Context: an optimization exercise on an open-source flow, tuned for small area, a short achievable clock period and few clock cycles. The choices shown serve that exercise and are no tape-out recipe. Function was checked by simulation only, so behaviour that the tests miss may differ from the original. Power and IR drop assume default switching activity.

Setup of run A:
## passende_enc
module passende_enc (
    input  wire        clk,
    input  wire        rst,             
    input  wire [6:0]  cfg_dpg,
    input  wire [1:0]  cfg_round,       
    input  wire [5:0]  cfg_mask_len,
    input  wire [62:0] cfg_mask,
    input  wire        cmd_valid,
    output wire        cmd_ready,
    input  wire [7:0]  cmd,
    input  wire [31:0] op_min,
    input  wire [31:0] op_max,
    input  wire [31:0] op_val,
    input  wire [31:0] op_n,
    output wire        rsp_valid,
    input  wire        rsp_ready,
    output wire [1:0]  rsp_kind,
    output wire [31:0] rsp_cnt,
    output wire        out_valid,
    input  wire        out_ready,
    output wire [7:0]  out_char
);
Size: ~3000 cells after synthesis, about 260 flip-flops, ~260 I/O pins, roughly 25000 um2 of cells after synthesis.
Settings: LEC_CHECK=0, CAP_MARGIN=20, CORE_MARGIN=2, CORE_UTILIZATION=25, CTS_CLUSTER_DIAMETER=80, CTS_CLUSTER_SIZE=30, PLACE_DENSITY=0.5, SETUP_SLACK_MARGIN=5, SLEW_MARGIN=20, TNS_END_PERCENT=5; clock period 10.0 ns.
standard.sh (not shown) runs the stock make flow with config.mk's settings and CLKGATE_MAP_FILE= SYNTH_SCRIPT=/design/flow/synth_recipe.tcl, a recipe that flattens the netlist after the stock synthesis.
==> flow/flow/run.sh <==
#!/bin/bash
set -euo pipefail
bash standard.sh SETUP_SLACK_MARGIN=5.6 finish > standard_flow.log 2>&1
Testbench counts of run A, summed over its fixed seeds: cycles 16,110.
Edits applied to the flow inputs when going from run A to run B:
Settings: swapping 80 for 60 in CTS_CLUSTER_DIAMETER; swapping 30 for 25 in CTS_CLUSTER_SIZE.
==> flow/flow/run.sh <==
#!/bin/bash
set -euo pipefail
bash standard.sh SETUP_SLACK_MARGIN=5.5 finish > standard_flow.log 2>&1
Findings:
Run B: portion of the layout cell area used by non-clock buffers lower than run A
Row total via count after detailed routing: run B lower / run A higher
Compared run B against run A; wire length within noise.
Side by side, global-route usage turned out higher in run B than in run A.
Row final worst-path setup slack: run B lower / run A higher
Between run B and run A, the cell count after placement figures differ only marginally.
From run A to run B the numbers moved as follows: clock tree cell share of total cell area rose 0.82 points, share of the clock period used by the worst path higher.
Cmp run B vs run A: power higher in run B
STATUS cell area: run B wins against run A
Input changes introduced in run C (baseline for comparison: run B):
Settings: CTS_CLUSTER_SIZE: 25 -> 30; CTS_CLUSTER_DIAMETER: 60 -> 80.
Findings:
Delta(non-clock buffer instance count of the final layout, run C - run B) > 0. Diff run B -> run C: total wire length flat, clock period minus final worst setup slack down 120 ps, number of buffers added by the clock tree synthesis step down about 30%, wire length on met3 down about 2.2%, net switching power figure down about 4.4%. ochar[0] as the destination of the critical timing path was reported by run C, and cnt[27] by run B. Compared run C against run B; post-route non-filler standard cell count within noise. Compared with run B, run C is the less power-hungry design. Run C reached the end of the flow, and the finished layout is clean on the timing, DRC and antenna checks. Looking at worst IR drop on VDD, run C sits about 36% above run B.

========
Another version of the RTL of passende_enc (not shown whole).
Size: roughly 3100 cells after synthesis, roughly 270 flip-flops, about 260 I/O pins, ~0.026 mm2 of cells after synthesis.
clock: 10.0 ns
lec_check: 0
cap_margin: 20
core_margin: 2
core_utilization: 25
place_density: 0.5
setup_slack_margin: 5
slew_margin: 20
tns_end_percent: 5
==> flow/flow/run.sh <==
#!/bin/bash
set -euo pipefail
bash standard.sh SETUP_SLACK_MARGIN=5.5 finish > standard_flow.log 2>&1
The starting point passed the timing, DRC and antenna checks.
Testbench counts at the start, summed over its fixed seeds: cycles 16,110.
Then changed:
==> flow/flow/run.sh (replaced) <==
#!/bin/bash
set -euo pipefail
bash standard.sh SETUP_SLACK_MARGIN=5.75 finish > standard_flow.log 2>&1
Outcome: Flip-flop and latch count does not change; hold slack is worse by 0.0076 ns; routed wire length went down by about 0.66%.
Then changed:
==> flow/run.sh (new file) <==
#!/bin/bash
# synth_recipe.tcl (not shown) runs the flow's synth.tcl, then flattens the netlist and writes it again
# the make line also repeats each setting of config.mk as NAME=value (left out here)
make -C /OpenROAD-flow-scripts/flow DESIGN_CONFIG=/design/flow/config.mk WORK_HOME=/design/flow/orfs CLKGATE_MAP_FILE= SYNTH_SCRIPT=/design/flow/synth_recipe.tcl finish
removed: flow/flow/run.sh
removed: flow/standard.sh
Via count fell by 3.4%.
Die area is unchanged.
Sequential share of layout area rose by 1.6 points.

what the ideal ports hide:
Ports are ideal in the flow. The routed layouts listed here were re-timed in OpenROAD. Step 1 assumes that a clkbuf_16 drives the clock port and a buf_2 every other input. Step 2 also shifts input and output timing later by t, the mid clock arrival at the registers, as if the neighbouring blocks saw the same clock. Three values: no drivers, after step 1, after step 2; two values: the first two.
| run | t (ns) | setup slack, ns | latest minus earliest clock arrival (ns) | worst slew at a driven data input, ns | cell pins on the clock port's net |
|---|---|---|---|---|---|
| run A | 0.661 | 5.564 / 5.586 / 4.937 | 0.038 / 0.038 | 0.09 | 1 |
| run B | 0.638 | 5.443 / 5.484 / 4.846 | 0.030 / 0.030 | 0.10 | 1 |
| run C | 0.669 | 5.559 / 5.534 / 4.865 | 0.035 / 0.035 | 0.11 | 1 |
| the first run of note 2 | 0.663 | 5.460 / 5.442 / 4.779 | 0.031 / 0.031 | 0.13 | 1 |
| the second run of note 2 | 0.645 | 5.475 / 5.457 / 4.811 | 0.015 / 0.015 | 0.14 | 1 |
| the third run of note 2 | 0.645 | 5.029 / 5.029 / 4.384 | 0.029 / 0.028 | 0.13 | 1 |
After both steps setup and hold are still met in every run listed. For run C, which loses most, drivers alone change the setup slack by -0.025 ns; drivers and shift together by -0.694 ns.
